From an optimization exercise on the open Yosys and OpenROAD flow, aimed at small area, a short achievable clock period and few clock cycles; shortcuts taken in it are not production practice.
At most, simulation tests tie the RTL to the original design; equivalence was not proved.
Only the layout flow was run in run 1; the RTL was not checked for function there.
No activity file was given, so power comes from the tool's default toggle rates.

==> config.mk <==
export PLATFORM = sky130hd
export DESIGN_NAME = bcc_writer
export DESIGN_NICKNAME = bcc_writer
export VERILOG_FILES = /design/flow/design.v
export SDC_FILE = /design/flow/constraint.sdc
export NUM_CORES = 8
export LEC_CHECK = 0
export ABC_AREA = 1
export CAP_MARGIN = 20
export CORE_MARGIN = 2
export CORE_UTILIZATION = 25
export PLACE_DENSITY = 0.45
export SLEW_MARGIN = 20
==> constraint.sdc <==
create_clock -name core_clock -period 12.0 [get_ports {clk}]
set_input_delay 2.4000 -clock core_clock [delete_from_list [all_inputs] [get_ports {clk}]]
set_output_delay 2.4000 -clock core_clock [all_outputs]
set_load 0.01 [all_outputs]
==> design.v <==
module bcc_writer (
    input  wire        clk,
    input  wire        rst,         
    input  wire        cmd_valid,
    output wire        cmd_ready,
    input  wire [31:0] cmd,
    input  wire [63:0] din,
    output wire        sout_valid,
    input  wire        sout_ready,
    output reg  [63:0] sout_data,
    output reg         rsp_valid,
    output reg  [3:0]  rsp_status,
    input  wire [3:0]  stat_sel,
    output reg  [31:0] stat_data
);
    localparam [3:0] ST_OK        = 4'd0;
    localparam [3:0] ST_INVALID   = 4'd2;
    localparam [3:0] ST_MISALIGN  = 4'd5;
    localparam [3:0] ST_ILLEGAL   = 4'd6;
    localparam [3:0] ST_CAPACITY  = 4'd7;
    localparam [3:0] ST_HALTED    = 4'd8;
    reg [255:0] ob;
    reg [5:0]  out_len;
    reg [2:0]  wr_bit;
    reg [7:0]  acc;          
    reg [1:0]  err;          
    reg [6:0]  ec_w;         
    reg [3:0]  ec_op;        
    reg [8:0]  wr_err_pos;
    reg [8:0]  wr_fields;    
    reg        taking;
    reg [1:0]  beat;
    assign cmd_ready  = ~taking;
    assign sout_valid = taking;
    wire       halted = err != 2'd0;
    wire [3:0] wr_err = {1'b0, err[1], err[0], err[1]};
    wire [8:0] wp     = {out_len, wr_bit};
    wire [8:0] room   = 9'd256 - wp;        
    wire [7:0] op   = cmd[7:0];
    wire [7:0] w    = cmd[15:8];
    wire       rsv0 = cmd[31:16] == 16'd0;
    wire       wz   = w == 8'd0;
    wire is_bits  = op == 8'h20;
    wire is_u8    = op == 8'h21;
    wire is_u16   = op == 8'h22;
    wire is_u32   = (op == 8'h23) | (op == 8'h25);
    wire is_u64   = op == 8'h24;
    wire is_skip  = op == 8'h2A;
    wire is_flush = op == 8'h2B;
    wire is_take  = op == 8'h2C;
    wire is_start = op == 8'h2F;
    wire is_u     = is_u8 | is_u16 | is_u32 | is_u64;
    wire l_bits = rsv0 & is_bits & ~wz & (w <= 8'd64);
    wire l_u    = rsv0 & wz & is_u;
    wire l_zero = rsv0 & wz & (is_skip | is_flush);
    wire l_misc = rsv0 & wz & (is_take | is_start);
    wire legal  = l_bits | l_u | l_zero | l_misc;
    wire acpt = cmd_valid & ~taking & ~rst;
    wire go   = acpt & legal & ~is_start & ~halted;
    wire clr  = rst | (acpt & rsv0 & wz & is_start);
    reg inv_b;
    integer i;
    always @(*) begin
        inv_b = 1'b0;
        for (i = 1; i < 64; i = i + 1)
            if (din[i] && i >= w[6:0]) inv_b = 1'b1;
    end
    wire nz8  = din[63:8]  != 56'd0;
    wire nz16 = din[63:16] != 48'd0;
    wire nz32 = din[63:32] != 32'd0;
    wire bad_inv = (is_bits & inv_b) | (is_u8 & nz8) | (is_u16 & nz16) | (is_u32 & nz32);
    wire bad_mis = (is_u | is_take) & (wr_bit != 3'd0);
    wire bad_cap = (is_bits & ({2'd0, w[6:0]} > room)) |
                   (is_u8   & (room < 9'd8)) |
                   (is_u16  & (room < 9'd16)) |
                   (is_u32  & (room < 9'd32)) |
                   (is_u64  & (room < 9'd64)) |
                   (is_skip & ((din[63:9] != 55'd0) | (din[8:0] > room)));
    wire bad = bad_mis | bad_inv | bad_cap;
    reg [3:0] status;
    always @(*) begin
        if (!legal)         status = ST_ILLEGAL;
        else if (is_start)  status = ST_OK;
        else if (halted)    status = ST_HALTED;
        else if (bad_mis)   status = ST_MISALIGN;
        else if (bad_inv)   status = ST_INVALID;
        else if (bad_cap)   status = ST_CAPACITY;
        else                status = ST_OK;
    end
    wire fail = go & bad;
    wire ok   = go & ~bad;
    wire tk   = ok & is_take & (out_len != 6'd0);
    reg [8:0] addend;
    always @(*) begin
        if (is_skip)       addend = din[8:0];
        else if (is_flush) addend = {6'd0, 3'd0 - wr_bit};
        else if (is_bits)  addend = {2'd0, w[6:0]};
        else if (is_u8)    addend = 9'd8;
        else if (is_u16)   addend = 9'd16;
        else if (is_u32)   addend = 9'd32;
        else               addend = 9'd64;
    end
    wire [8:0] e  = wp + addend;
    wire [2:0] ke = wr_bit + w[2:0];        
    wire        sel_b = is_bits & ~rst;
    wire        sel_u = is_u & ~rst;
    wire [63:0] x;
    genvar g;
    generate
        for (g = 0; g < 64; g = g + 1) begin : g_x
            if (g < 7) begin : g_lo
                assign x[63 - g] = (sel_b & din[g] & (g >= ke)) |
                                   (sel_u & din[((63 - g) & ~7) + (g & 7)]);
            end else begin : g_hi
                assign x[63 - g] = (sel_b & din[g]) |
                                   (sel_u & din[((63 - g) & ~7) + (g & 7)]);
            end
        end
    endgenerate
    wire [5:0]   ramt = wp[5:0] + (is_bits ? w[5:0] : 6'd0);
    wire [127:0] rot2 = {x, x} << ramt;
    wire [63:0]  rs   = rot2[127:64];
    wire [7:0] lane_acc = clr ? 8'd0 : acc;
    wire [63:0] wd;
    generate
        for (g = 0; g < 64; g = g + 1) begin : g_wd
            assign wd[(g & ~7) + 7 - (g & 7)] =
                rs[g] | ((out_len[2:0] == (g >> 3)) & lane_acc[7 - (g & 7)]);
        end
    endgenerate
    reg [7:0] acc_tail;
    integer k;
    always @(*) begin
        acc_tail = 8'd0;
        for (k = 0; k < 7; k = k + 1)
            if (k < ke) acc_tail[7 - k] = is_bits & din[ke - 1 - k];
    end
    wire same = e[8:3] == out_len;
    wire [6:0] kwn = {4'd0, wr_bit} + w[6:0];
    reg  [7:0] tc;
    always @(*) begin
        for (k = 0; k < 8; k = k + 1)
            tc[k] = (is_bits & (kwn[6:3] > k)) |
                    (is_u8 & (k < 1)) | (is_u16 & (k < 2)) |
                    (is_u32 & (k < 4)) | is_u64;
    end
    wire fwr = acpt & (l_bits | l_u);       
    wire zwr = acpt & l_zero;               
    wire [31:0] oh;
    wire [31:0] ben;
    generate
        for (g = 0; g < 32; g = g + 1) begin : g_en
            assign oh[g] = out_len == g;
        end
        for (g = 0; g < 32; g = g + 1) begin : g_ben
            wire [7:0] hit;
            genvar r;
            for (r = 0; r < 8; r = r + 1) begin : g_r
                if (g >= r) begin : g_y
                    assign hit[r] = oh[g - r] & tc[r];
                end else begin : g_n
                    assign hit[r] = 1'b0;
                end
            end
            assign ben[g] = clr | (fwr & (hit != 8'd0)) | (zwr & oh[g]);
        end
    endgenerate
    always @(posedge clk) begin : p_buf
        integer b;
        for (b = 0; b < 32; b = b + 1)
            if (ben[b]) ob[8*b +: 8] <= wd[8*(b % 8) +: 8];
    end
    wire [2:0] last_beat = out_len[5:3] - {2'b00, out_len[2:0] == 3'd0};
    always @(posedge clk) begin
        if (clr) begin
            out_len    <= 6'd0;
            wr_bit     <= 3'd0;
            acc        <= 8'd0;
            err        <= 2'd0;
            ec_w       <= 7'd0;
            ec_op      <= 4'd0;
            wr_err_pos <= 9'd0;
            wr_fields  <= 9'd0;
        end else begin
            if (ok & ~is_take) begin
                out_len <= e[8:3];
                wr_bit  <= e[2:0];
                acc     <= (same ? acc : 8'd0) | acc_tail;
            end
            if (ok & (is_bits | is_u))
                wr_fields <= wr_fields + 9'd1;
            if (fail) begin
                err        <= {status[2], status[1]};
                ec_w       <= w[6:0];
                ec_op      <= op[3:0];
                wr_err_pos <= wp;
            end
        end
    end
    always @(posedge clk) begin
        if (rst) begin
            taking    <= 1'b0;
            beat      <= 2'd0;
            rsp_valid <= 1'b0;
        end else if (taking) begin
            rsp_valid <= 1'b0;
            if (sout_ready) begin
                beat <= beat + 2'd1;
                if ({1'b0, beat} == last_beat) begin
                    taking    <= 1'b0;
                    rsp_valid <= 1'b1;
                end
            end
        end else begin
            beat      <= 2'd0;
            taking    <= tk;
            rsp_valid <= acpt & ~tk;
        end
    end
    always @(posedge clk)
        rsp_status <= taking ? ST_OK : status;
    always @(*) begin
        case (beat)
            2'd0:    sout_data = ob[63:0];
            2'd1:    sout_data = ob[127:64];
            2'd2:    sout_data = ob[191:128];
            default: sout_data = ob[255:192];
        endcase
    end
    always @(*) begin
        case (stat_sel)
            4'h8:    stat_data = {26'd0, out_len};
            4'h9:    stat_data = {24'd0, acc};
            4'hA:    stat_data = {29'd0, wr_bit};
            4'hB:    stat_data = {28'd0, wr_err};
            4'hC:    stat_data = {17'd0, ec_w, 2'b00, halted, 1'b0, ec_op};
            4'hD:    stat_data = {23'd0, wr_err_pos};
            4'hE:    stat_data = {23'd0, wr_fields};
            default: stat_data = 32'd0;
        endcase
    end
endmodule
==> flow/run.sh <==
#!/bin/bash
set -euo pipefail
MARGIN=6
sed "s/CLKGATE_MAP_FILE= /CLKGATE_MAP_FILE= SETUP_SLACK_MARGIN=$MARGIN /" standard.sh > standard_margin.sh
grep -q "SETUP_SLACK_MARGIN=$MARGIN" standard_margin.sh
bash standard_margin.sh > make.log 2>&1
==> standard.sh <==
#!/bin/bash
# synth_recipe.tcl (not shown) runs the flow's synth.tcl, then flattens the netlist and writes it again
# the make line also repeats each setting of config.mk as NAME=value (left out here)
make -C /OpenROAD-flow-scripts/flow DESIGN_CONFIG=/design/flow/config.mk WORK_HOME=/design/flow/orfs CLKGATE_MAP_FILE= SYNTH_SCRIPT=/design/flow/synth_recipe.tcl "${@:-finish}"
==> results of run 1 <==
## where the power goes
part | switching [mW] | total (mW) | internal (mW) | leakage [nW]
sequential | 0.00886 | 1.21 | 1.20 | 3.09
clock | 0.473 | 1.12 | 0.648 | 0.572
combinational | 0.194 | 0.288 | 0.0942 | 8.11
## cell families after synthesis
logic type | Yosys count | share of synthesized area [%]
fa+ha+maj | 59 | 3.14
buf+inv | 434 | 7.41
mux | 2 | 0.0827
simple gates | 2142 | 38.6
compound gates | 517 | 13.3
xor+xnor | 29 | 1.05
other cells | 1 | 0.0155
flops | 311 | 36.3
## worst max-delay path, cell delays in order
cell and delay [ns]:
clkdlybuf4s50_1 0.54, nor2_2 0.17, inv_2 0.06, nor2_2 0.16
nand2_4 0.19, nor2_1 0.22, ha_1 0.35, a21oi_1 0.20
nand3_1 0.11, nand2_2 0.10, buf_12 0.28, clkinvlp_4 0.20
buf_6 0.23, nand3_1 0.16, nand3_1 0.19, nand3_1 0.15
nand2_1 0.28
## registers in the layout, summed over array words and instances (netlist names)
register	cells
wr_bit	3
out_len	6
err	2
acc	7
wr_fields	9
ec_w	7
ec_op	4
ob	256
rsp_valid	1
taking	1
beat	2
rsp_status	4
wr_err_pos	9
## Yosys cell counts, types with 4 or more instances
cell | number | area, um^2
nand2_1 | 975 | 3660
nand3_1 | 826 | 4130
edfxtp_1 | 256 | 7690
nor2_1 | 237 | 890
inv_1 | 184 | 691
o21ai_0 | 140 | 701
a21oi_1 | 126 | 631
clkbuf_1 | 110 | 413
o22ai_1 | 82 | 513
a22o_1 | 64 | 561
ha_1 | 56 | 701
dfxtp_1 | 55 | 1100
buf_1 | 48 | 180
nor3_1 | 41 | 205
buf_4 | 31 | 233
buf_2 | 27 | 135
inv_2 | 25 | 93.8
nand4_1 | 24 | 150
o211ai_1 | 23 | 173
xor2_1 | 23 | 201
o221ai_1 | 19 | 166
a211oi_1 | 16 | 120
nand2_2 | 10 | 62.6
a221oi_1 | 7 | 61.3
a31oi_1 | 7 | 43.8
clkinv_1 | 7 | 26.3
nor4_1 | 7 | 43.8
o31ai_1 | 7 | 52.6
xnor2_1 | 6 | 52.6
nor2_2 | 5 | 31.3
nand3_2 | 4 | 40.0
o21ai_2 | 4 | 35.0
o21bai_1 | 4 | 30.0
## area by class of cell
| class | instances | area, um^2 | area share (%) |
|---|---|---|---|
| sequential | 311 | 8790 | 30.3 |
| multi-input combinational | 2766 | 14200 | 48.9 |
| timing repair inverter | 2 | 15.0 | 0.0518 |
| clock buffer | 44 | 931 | 3.21 |
| inverter | 216 | 848 | 2.92 |
| timing repair buffer | 241 | 2400 | 8.26 |
| clock inverter | 20 | 239 | 0.824 |
| tap | 1276 | 1600 | 5.50 |
## final timing paths
check	start	end	slack [ns]	cells after the start
worst max-delay path	cmd[1]	ob[192]$_DFFE_PP_	6.08	17
worst min-delay path	ec_w[1]$_SDFFE_PP0P_	ec_w[1]$_SDFFE_PP0P_	0.46	2
worst max register to register	out_len[3]$_SDFFE_PP0P_	acc[7]$_SDFFE_PP0P_	6.99	17
worst min register to register	ec_w[1]$_SDFFE_PP0P_	ec_w[1]$_SDFFE_PP0P_	0.46	2
## layer usage
layer	up-vias	global-route usage, %	routed length [um]
met2	1080	34.8	50300
met1	12600	31.1	51000
met3	168	2.47	7290
met5	-	0	0
li1	12300	-	-
met4	0	5.26	2850
## timing repair
action | 4_1_cts | 5_1_grt
buffers inserted | 8 | 4
setup endpoints to repair | 582 | 534
gates resized for setup | 159 | 62
pin swaps | 11 | 4
cloned | 3 | 1
endpoints found under the hold margin | 0 | 0
## per-stage QoR
| stage | cell area (um^2) | total power [mW] |
|---|---|---|
| floorplan | 24300 | 1.36 |
| global placement | 27100 | 1.51 |
| detailed placement | 27100 | 1.51 |
| CTS | 28800 | 2.64 |
| global route | 29000 | 2.71 |
| finish | 29000 | 2.62 |
==> flow_metrics.env, run 1 <==
export IMPL_fmax_ghz=0.169
export IMPL_antenna_found_initial=4
export IMPL_cts_sinks=311
export IMPL_cts_buffers=36
export IMPL_worst_slew_pin_slew_ns=1.18
export IMPL_ys_types=56
export IMPL_area_growth_pct=19.9
export IMPL_endpoint_kind="register"
export IMPL_cp_start_kind="primary input"
export IMPL_ant_nets=0
export IMPL_dp_cells=4796
export IMPL_fin_cells=4876
export IMPL_hold_class="reg -> reg"
export IMPL_vdd_drop_max_mv=0.113
export IMPL_setup_violations_final=0
export IMPL_ys_warn_count=1
export IMPL_seq_area_frac_synth_pct=36.3
export IMPL_clock_latency_ns=0.57
export IMPL_synth_edf_count=256
export IMPL_diodes=0
export IMPL_vias_per_cell=5.37
export IMPL_dp_slack_ns=4.35
export IMPL_fin_nets=3737
export IMPL_final_common_cell="nand2_1"
export IMPL_vias=26200
export IMPL_cp_arrival_ns=6.11
export IMPL_rsz0062_at_grt="no"
export IMPL_hold_buffers=0
export IMPL_die_area_um2=99300
export IMPL_cp_max_fo=67
export IMPL_grt_pass1_wl_mm=163
export IMPL_portBuffers=189
export IMPL_cap_viol_max_count=0
export IMPL_layout_drive_gt1_share_pct=7.75
export IMPL_start_util_pct=25.1
export IMPL_core_area_um2=96300
export IMPL_wl_mm=111
export IMPL_final_cell_mix="958 x nand2_1, 785 x nand3_1, 256 x edfxtp_1"
export IMPL_drv_slew=0
export IMPL_final_hold_viol_count=0
export IMPL_tns_ns=0
export IMPL_rows=114
export IMPL_fillers=10600
export IMPL_hpwl_mm=83.9
export IMPL_ys_seq_elements=311
export IMPL_slew_limit_headroom_pct=20.5
export IMPL_post_route_util_pct=30.1
export IMPL_final_period_utilization_pct=49.4
export IMPL_grt_max_degree=106
export IMPL_netlist_instances=3495
export IMPL_min_period_ns=5.92
export IMPL_whs_ns=0.456
export IMPL_die_x_um=315
export IMPL_required_ns=12.19
export IMPL_synthFlopType="edfxtp_1"
export IMPL_place_congestion=0.953
export IMPL_grt_usage_pct=21.7
export IMPL_final_setup_worst_slack_ns=6.08
export IMPL_cts_root_buf="clkbuf_16"
export IMPL_clockBufferDepth=3
export IMPL_grt_overflow_total=0
export IMPL_cts_tree="yes"
export IMPL_io_pins=207
export IMPL_fin_worst_skew_ns=0.0312
export IMPL_power_density_nw_per_um2=90.2
export IMPL_grt_pass1_vias=24400
export IMPL_first_pass_iters=9
export IMPL_synth_avg_cell_area_um2=6.93
export IMPL_h_tree_depth=2
export IMPL_async_flop_share_pct=0
export IMPL_drc=0
export IMPL_criticalPathCategory="in -> reg"
export IMPL_wl_per_cell_um=22.9
export IMPL_clkSlewWorstSetupHoldPaths_ns=0.06
export IMPL_fp_dieH_um=315
export IMPL_status="complete, no violations"
export IMPL_synth_area_um2=24200
export IMPL_leakage_nw=11.8
export IMPL_drt_iter0_markers=3354
==> inputs of run 2 (changes only) <==
--- a/design.v
+++ b/design.v
@@ -26,7 +26,6 @@
     reg [1:0]  err;          
     reg [6:0]  ec_w;         
     reg [3:0]  ec_op;        
-    reg [8:0]  wr_err_pos;
     reg [8:0]  wr_fields;    
     reg        taking;
     reg [1:0]  beat;
@@ -36,6 +35,7 @@
     wire [3:0] wr_err = {1'b0, err[1], err[0], err[1]};
     wire [8:0] wp     = {out_len, wr_bit};
     wire [8:0] room   = 9'd256 - wp;        
+    wire [8:0] wr_err_pos = halted ? wp : 9'd0;
     wire [7:0] op   = cmd[7:0];
     wire [7:0] w    = cmd[15:8];
     wire       rsv0 = cmd[31:16] == 16'd0;
@@ -140,12 +140,11 @@
     reg  [7:0] tc;
     always @(*) begin
         for (k = 0; k < 8; k = k + 1)
-            tc[k] = (is_bits & (kwn[6:3] > k)) |
+            tc[k] = (is_bits & (kwn[6:3] > k)) | ((is_skip | is_flush) & (k < 1)) |
                     (is_u8 & (k < 1)) | (is_u16 & (k < 2)) |
                     (is_u32 & (k < 4)) | is_u64;
     end
-    wire fwr = acpt & (l_bits | l_u);       
-    wire zwr = acpt & l_zero;               
+    wire fwr = acpt & (l_bits | l_u | l_zero);
     wire [31:0] oh;
     wire [31:0] ben;
     generate
@@ -162,7 +161,7 @@
                     assign hit[r] = 1'b0;
                 end
             end
-            assign ben[g] = clr | (fwr & (hit != 8'd0)) | (zwr & oh[g]);
+            assign ben[g] = clr | (fwr & (hit != 8'd0));
         end
     endgenerate
     always @(posedge clk) begin : p_buf
@@ -179,7 +178,6 @@
             err        <= 2'd0;
             ec_w       <= 7'd0;
             ec_op      <= 4'd0;
-            wr_err_pos <= 9'd0;
             wr_fields  <= 9'd0;
         end else begin
             if (ok & ~is_take) begin
@@ -193,7 +191,6 @@
                 err        <= {status[2], status[1]};
                 ec_w       <= w[6:0];
                 ec_op      <= op[3:0];
-                wr_err_pos <= wp;
             end
         end
     end
--- a/config.mk
+++ b/config.mk
@@ -8,6 +8,6 @@
 export ABC_AREA = 1
 export CAP_MARGIN = 20
 export CORE_MARGIN = 2
-export CORE_UTILIZATION = 25
-export PLACE_DENSITY = 0.45
+export CORE_UTILIZATION = 40
+export PLACE_DENSITY = 0.6
 export SLEW_MARGIN = 20
==> flow_metrics.env, run 2 <==
export IMPL_cts_sinks=302
export IMPL_ys_seq_elements=302
export IMPL_ys_types=58
export IMPL_worst_r2r_cell_count=20
export IMPL_antenna_found_initial=1
export IMPL_wl_per_cell_um=25.6
export IMPL_wl_mm=104
export IMPL_min_path_cells=2
export IMPL_io_pins=207
export IMPL_die_x_um=243
export IMPL_hpwl_mm=78.3
export IMPL_fin_cells=4054
export IMPL_drv_slew=0
export IMPL_async_flop_share_pct=0
export IMPL_grt_usage_pct=33.9
export IMPL_grt_pass1_wl_mm=151
export IMPL_grtUsageMet2_pct=56.7
export IMPL_final_hold_viol_count=0
export IMPL_reg2reg_slack_ns=7.47
export IMPL_total_power_mw=2.50
export IMPL_core_area_um2=56400
export IMPL_seq_area_frac_synth_pct=37.7
export IMPL_cts_buffers=34
export IMPL_fin_area_um2=27200
export IMPL_drc=0
export IMPL_busiest_layer="met2"
export IMPL_met3_usage_pct=5.16
export IMPL_die_area_um2=59000
export IMPL_portBuffers=189
export IMPL_place_congestion=0.999
export IMPL_clockBufferDepth=3
export IMPL_cts_root_buf="clkbuf_16"
export IMPL_synth_area_um2=22800
export IMPL_fin_worst_skew_ns=0.0246
export IMPL_start_util_pct=40.5
export IMPL_fillers=5790
export IMPL_yosysTopAreaCell="edfxtp_1"
export IMPL_p_int_mw=1.86
export IMPL_synth_top_area_share_pct=33.7
export IMPL_ys_warn_count=1
export IMPL_p_clk_share_pct=41.6
export IMPL_synthTopCellsByCount="915 x nand3_1, 606 x nand2_1, 256 x edfxtp_1, 202 x nor2_1, 174 x inv_1"
export IMPL_fin_nets=3436
export IMPL_vdd_drop_max_mv=0.0821
export IMPL_area_growth_pct=19.1
export IMPL_synth_avg_cell_area_um2=7.25
export IMPL_clock_latency_ns=0.57
export IMPL_drt_iter0_markers=3266
export IMPL_required_ns=9.60
export IMPL_endpoint_kind="output pin"
export IMPL_diodes=0
export IMPL_synthTopCellsByArea="edfxtp_1 34%, nand3_1 20%, nand2_1 10%, dfxtp_1 4.0%, o21ai_0 3.7%"
export IMPL_grt_use_met1_pct=44.6
export IMPL_clkSlewWorstSetupHoldPaths_ns=0.05
export IMPL_h_tree_depth=2
export IMPL_grt_overflow_total=0
export IMPL_top_regs="ob: 256 flops, wr_fields: 9 flops"
export IMPL_p_sw_mw=0.643
export IMPL_top_register="ob"
export IMPL_rows=87
export IMPL_final_cell_mix="903 x nand3_1, 593 x nand2_1, 256 x edfxtp_1"
export IMPL_final_common_cell="nand3_1"
export IMPL_netlist_instances=3153
export IMPL_largest_register_ffs=256
export IMPL_cp_max_fo=5
export IMPL_worst_slew_pin_slew_ns=1.16
export IMPL_synth_edf_count=256
export IMPL_grt_max_degree=69
export IMPL_setup_violations_final=0
export IMPL_min_period_ns=5.94
export IMPL_combPwrFrac_pct=11.2
export IMPL_grt_pass1_vias=23400
export IMPL_multi_input_area_um2=13200
export IMPL_first_pass_iters=6
export IMPL_synthMostInstantiatedCell="nand3_1"
export IMPL_hold_class="reg -> reg"
export IMPL_layout_drive_gt1_share_pct=8.31
export IMPL_fp_dieH_um=243
export IMPL_final_period_utilization_pct=49.5
export IMPL_swShare_pct=25.7
export IMPL_dp_cells=3959
export IMPL_leakage_nw=10.5
export IMPL_vias=25100
export IMPL_seqPwrFrac_pct=47.2
export IMPL_cap_viol_max_count=0
export IMPL_placed_cell_area_um2=25300
export IMPL_slew_limit_headroom_pct=22.1
export IMPL_fmax_ghz=0.168
export IMPL_ant_nets=0
export IMPL_rsz0062_at_grt="no"
export IMPL_cp_start_kind="primary input"
export IMPL_synthFlopType="edfxtp_1"
export IMPL_cts_tree="yes"
export IMPL_power_density_nw_per_um2=92.0
export IMPL_cp_arrival_ns=3.54
export IMPL_ff_latch_area_um2=8610
export IMPL_criticalPathCategory="in -> out"
export IMPL_status="complete, no violations"
export IMPL_tns_ns=0
export IMPL_vias_per_cell=6.18
==> run 2: stage by stage <==
stage               worst slack (ns)  utilization, %  hold WS, ns
detailed placement              4.17            44.8        0.450
floorplan                       6.31               -        0.430
CTS                             6.00            47.6        0.458
finish                          6.06            48.2        0.456
global route                    5.99            48.2        0.477
global placement                4.19            44.8        0.444
==> run 2: timing repair <==
item	4_1_cts	5_1_grt
hold buffers	0	0
pin swaps	14	6
resized for setup	172	57
setup buffers	14	14
setup endpoints to repair	536	537
cloned	3	3
==> run 2: worst paths after layout <==
kind | start | end
max | stat_sel[1] | stat_data[1]
min | ec_w[4]$_SDFFE_PP0P_ | ec_w[4]$_SDFFE_PP0P_
max reg2reg | out_len[0]$_SDFFE_PP0P_ | acc[5]$_SDFFE_PP0P_
min reg2reg | ec_w[4]$_SDFFE_PP0P_ | ec_w[4]$_SDFFE_PP0P_
==> run 2: kinds of logic (layout without fill, tap and decap cells) <==
family	Yosys count	in the layout	share of synthesized area [%]
AND/OR/NAND/NOR	1848	1849	36.7
AO/OA/AOI/OAI	523	523	14.1
buffers and inverters	387	515	6.95
flip-flops	302	302	37.7
adder cells (fa/ha/maj)	59	59	3.33
XOR/XNOR	33	33	1.27
other	1	17	0.0164
==> run 2: worst max-delay path, cell delays in order <==
cell	delay (ns)
buf_2	0.13
inv_1	0.15
nor3_4	0.06
buf_6	0.13
a221oi_2	0.30
o2111ai_1	0.17
buf_2	0.18
==> run 2: power groups by stage <==
stage	Sequential [mW]	Clock, mW	Combinational (mW)
after CTS	1.18	1.06	0.271
final	1.18	1.04	0.280
after floorplan	1.20	0	0.125
after global routing	1.18	1.09	0.299
after global placement	1.20	0	0.261
after detailed placement	1.20	0	0.261
==> run 2: cell type report <==
cell class                 count  area share (%)
clock inverter                25           0.934
tap                          756            3.48
inverter                     188            2.74
clock buffer                  36            3.16
timing repair inverter         3          0.0736
timing repair buffer         263            9.54
sequential                   302            31.6
multi-input combinational   2481            48.4
==> run 2: routing by layer <==
| layer | routed length (um) | vias to the layer above |
|---|---|---|
| met5 | 0 | - |
| met4 | 4310 | 0 |
| met3 | 8580 | 251 |
| met2 | 48800 | 1384 |
| met1 | 41900 | 11900 |
| li1 | - | 11500 |
Testbench counts of run 2, summed over its fixed seeds: cycles 15,014.
==> inputs of run 3 (changes only) <==
--- a/design.v
+++ b/design.v
@@ -145,23 +145,24 @@
                     (is_u32 & (k < 4)) | is_u64;
     end
     wire fwr = acpt & (l_bits | l_u | l_zero);
-    wire [31:0] oh;
+    wire [15:0] tc2 = {tc, tc} << out_len[2:0];
+    wire [7:0]  rtc = tc2[15:8];
+    wire [7:0] pj, qj;
+    wire [3:0] fa, fb;
+    generate
+        for (g = 0; g < 8; g = g + 1) begin : g_pq
+            assign pj[g] = (g >= out_len[2:0]) & rtc[g];
+            assign qj[g] = (g <  out_len[2:0]) & rtc[g];
+        end
+        for (g = 0; g < 4; g = g + 1) begin : g_f
+            assign fa[g] = fwr & (out_len[5:3] == g);
+            assign fb[g] = fwr & (out_len[5:3] == g - 1);
+        end
+    endgenerate
     wire [31:0] ben;
     generate
-        for (g = 0; g < 32; g = g + 1) begin : g_en
-            assign oh[g] = out_len == g;
-        end
         for (g = 0; g < 32; g = g + 1) begin : g_ben
-            wire [7:0] hit;
-            genvar r;
-            for (r = 0; r < 8; r = r + 1) begin : g_r
-                if (g >= r) begin : g_y
-                    assign hit[r] = oh[g - r] & tc[r];
-                end else begin : g_n
-                    assign hit[r] = 1'b0;
-                end
-            end
-            assign ben[g] = clr | (fwr & (hit != 8'd0));
+            assign ben[g] = clr | (fa[g / 8] & pj[g % 8]) | (fb[g / 8] & qj[g % 8]);
         end
     endgenerate
     always @(posedge clk) begin : p_buf
==> flow/run.sh (replaced) <==
#!/bin/bash
set -euo pipefail
EXTRA="SETUP_SLACK_MARGIN=6 'BUFFER_PORTS_ARGS=-buffer_cell sky130_fd_sc_hd__buf_1'"
sed "s/CLKGATE_MAP_FILE= /CLKGATE_MAP_FILE= $EXTRA /" standard.sh > standard_tuned.sh
grep -q "SETUP_SLACK_MARGIN=6" standard_tuned.sh
bash standard_tuned.sh > make.log 2>&1
--- a/config.mk
+++ b/config.mk
@@ -9,5 +9,7 @@
 export CAP_MARGIN = 20
 export CORE_MARGIN = 2
 export CORE_UTILIZATION = 40
+export CTS_CLUSTER_DIAMETER = 100
+export CTS_CLUSTER_SIZE = 25
 export PLACE_DENSITY = 0.6
 export SLEW_MARGIN = 20
==> flow_metrics.env, run 3 <==
export IMPL_fin_worst_skew_ns=0.0282
export IMPL_start_util_pct=40.2
export IMPL_tns_ns=0
export IMPL_drv_slew=0
export IMPL_wl_per_cell_um=21.7
export IMPL_fillers=6004
export IMPL_cts_tree="yes"
export IMPL_final_setup_worst_slack_ns=6.14
export IMPL_setup_violations_final=0
export IMPL_hp_start="ec_w[6]$_SDFFE_PP0P_"
export IMPL_endpoint_kind="output pin"
export IMPL_cap_viol_max_count=0
export IMPL_grt_overflow_total=0
export IMPL_place_congestion=1.09
export IMPL_wl_met1_mm=38.0
export IMPL_synthMostInstantiatedCell="nand2_1"
export IMPL_fmax_ghz=0.171
export IMPL_reg2reg_slack_ns=7.72
export IMPL_path_cells="clkbuf_2 > inv_1 > nor2_1 > nand3_2 > inv_1 > o21ai_0 > o2111ai_1 > buf_1"
export IMPL_fin_nets=3438
export IMPL_cp_max_fo=6
export IMPL_clkSlewWorstSetupHoldPaths_ns=0.07
export IMPL_worst_r2r_cell_count=16
export IMPL_top_register="ob"
export IMPL_diodes=0
export IMPL_area_growth_pct=7.52
export IMPL_async_flop_share_pct=0
export IMPL_grt_pass1_wl_mm=131
export IMPL_status="complete, no violations"
export IMPL_r2r_end="ob[177]$_DFFE_PP_"
export IMPL_rsz0062_at_grt="yes"
export IMPL_hold_class="reg -> reg"
export IMPL_cp_start_kind="primary input"
export IMPL_synth_avg_cell_area_um2=7.02
export IMPL_ff_latch_area_um2=8610
export IMPL_required_ns=9.60
export IMPL_final_cell_mix="976 x nand2_1, 788 x nand3_1, 256 x edfxtp_1"
export IMPL_slew_limit_headroom_pct=27.9
export IMPL_ys_types=59
export IMPL_seq_area_frac_synth_pct=38.1
export IMPL_h_tree_depth=1
export IMPL_dp_slack_ns=4.96
export IMPL_antenna_found_initial=4
export IMPL_first_pass_iters=7
export IMPL_vdd_drop_max_mv=0.0757
export IMPL_leakage_nw=10.1
export IMPL_dp_cells=4011
export IMPL_criticalPathCategory="in -> out"
export IMPL_final_hold_viol_count=0
export IMPL_clockBufferDepth=3
export IMPL_whs_ns=0.458
export IMPL_core_area_um2=56200
export IMPL_critPathBufInv=4
export IMPL_ys_warn_count=1
export IMPL_r2r_start="wr_bit[1]$_SDFFE_PP0P_"
export IMPL_cp_arrival_ns=3.46
export IMPL_final_period_utilization_pct=48.8
export IMPL_power_density_nw_per_um2=82.2
export IMPL_drc=0
export IMPL_portBuffers=189
export IMPL_layout_drive_gt1_share_pct=3.78
export IMPL_top_regs="ob: 256 flops, wr_fields: 9 flops"
export IMPL_synth_area_um2=22600
export IMPL_cts_buffers=16
export IMPL_largest_register_ffs=256
export IMPL_wl_met2_mm=37.9
export IMPL_multi_input_area_um2=12700
export IMPL_vias=23700
export IMPL_grt_pass1_vias=20800
export IMPL_synth_edf_count=256
export IMPL_cpLargestDelayFamily="buffers and inverters"
export IMPL_grt_max_degree=100
export IMPL_synth_top_area_share_pct=34.0
export IMPL_die_area_um2=58400
export IMPL_final_common_cell="nand2_1"
export IMPL_synthTopCellsByCount="980 x nand2_1, 789 x nand3_1, 256 x edfxtp_1, 196 x nor2_1, 143 x o21ai_0"
export IMPL_holdPathEnd="ec_w[6]$_SDFFE_PP0P_"
export IMPL_rows=87
export IMPL_netlist_instances=3218
export IMPL_cts_root_buf="clkbuf_16"
export IMPL_fin_cells=4035
export IMPL_post_route_util_pct=43.3
export IMPL_ant_nets=0
export IMPL_min_period_ns=5.86
export IMPL_ys_seq_elements=302
export IMPL_yosysTopAreaCell="edfxtp_1"
export IMPL_grt_usage_pct=28.9
export IMPL_synthTopCellsByArea="edfxtp_1 34%, nand3_1 17%, nand2_1 16%, dfxtp_1 4.1%, nor2_1 3.3%"
export IMPL_wl_met3_mm=8.21
export IMPL_highest_signal_layer="met4"
export IMPL_drt_iter0_markers=3381
export IMPL_hold_buffers=0
export IMPL_crit_path_top_delay_cell="buf_1"
export IMPL_wl_mm=87.6
export IMPL_max_stage_delay_ns=0.19
export IMPL_clock_latency_ns=0.53
export IMPL_cts_sinks=302
export IMPL_crit_path_frequent_cell="inv_1"
export IMPL_worst_slew_pin_slew_ns=1.08
export IMPL_die_x_um=242
export IMPL_fp_dieH_um=242
export IMPL_min_path_cells=2
export IMPL_vias_per_cell=5.87
export IMPL_hpwl_mm=65.8
export IMPL_io_pins=207
export IMPL_synthFlopType="edfxtp_1"
## run 3: cell types whose count changed after synthesis, sizes merged, moves of 24 or more
cell   delta
nand2   +380
o22ai    -56
nor3     -42
nand3   -126
inv      -26
nand4    +24
## run 3: report_power, final
part           internal (mW)  switching [mW]
combinational         0.0541           0.173
sequential              1.17         0.00863
clock                  0.264           0.327
total                   1.49           0.509
## run 3: tightest hold or removal path, stage by stage (launching register included)
cell	delay [ns]
dfxtp_1	0.30
inv_1	0.06
a21oi_1	0.05
## run 3: worst max path at each step
stage	cells after the start	from	endpoint
global route	19	cmd[14]	out_len[1]$_SDFFE_PP0P_
floorplan	6	stat_sel[2]	stat_data[5]
detailed placement	17	cmd[4]	ob[177]$_DFFE_PP_
CTS	7	stat_sel[0]	stat_data[5]
global placement	17	cmd[7]	ob[241]$_DFFE_PP_
finish	8	stat_sel[0]	stat_data[1]
## run 3: layer usage
metal / vias to the layer above / track usage [%]
met2: 1317 / 44.0
li1: 11200 / -
met1: 11000 / 42.0
met3: 180 / 3.92
met5: - / 0
met4: 0 / 10.3
## run 3: kinds of logic after synthesis
family          Yosys count  synth area share [%]
simple gates           2065                  40.0
compound gates          402                  10.6
buf+inv                 357                  6.60
flops                   302                  38.1
fa+ha+maj                59                  3.37
xor+xnor                 31                  1.26
other cells               1                0.0166
mux                       1                0.0443
## run 3: through the flow
stage / power [mW] / instance area, um^2
finish: 2.00 / 24300
global route: 2.06 / 24300
CTS: 2.00 / 24200
detailed placement: 1.42 / 23700
global placement: 1.42 / 23700
floorplan: 1.33 / 22700
## run 3: repair_timing
item | in CTS | in global routing
gates cloned | 1 | 0
buffers inserted | 1 | 0
endpoints found under the setup margin | 260 | 428
resized for setup | 9 | 22
pin swaps | 2 | 0
## run 3: area by class of cell
class,instances,area share (%)
clock buffers,21,1.81
clock inverters,1,0.124
inverters,164,2.60
multi-input cells,2576,52.3
flip-flops and latches,302,35.4
well taps,756,3.89
repair buffers,215,3.89
Testbench counts of run 3, summed over its fixed seeds: cycles 15,014.

-- re-timing with driven ports --
In the flow no input, the clock included, has a driving cell. The finished layouts below were timed again as built, in two steps.
Step 1: set_driving_cell puts a clkbuf_16 on clk and a buf_2 on each other input, an assumption about the parent block.
Step 2 moves the port delays by t, midway between the first and last clock arrival at a register: inputs arrive t later, outputs are due t later. That takes back most of the time a late clock gives input paths.
Three values: ideal, step 1, step 2; two values: the first two.
run | shift t [ns] | slack for setup (ns) | worst setup path at the end
run 1 | 0.619 | 6.075 / 6.059 / 5.496 | input to register
run 2 | 0.615 | 6.060 / 6.020 / 5.522 | input to register
run 3 | 0.576 | 6.139 / 6.117 / 5.652 | input to register
After both steps every run listed still meets setup and hold. The setup slack of run 1, which loses most, moves by -0.016 ns with the drivers and by -0.579 ns with both steps.
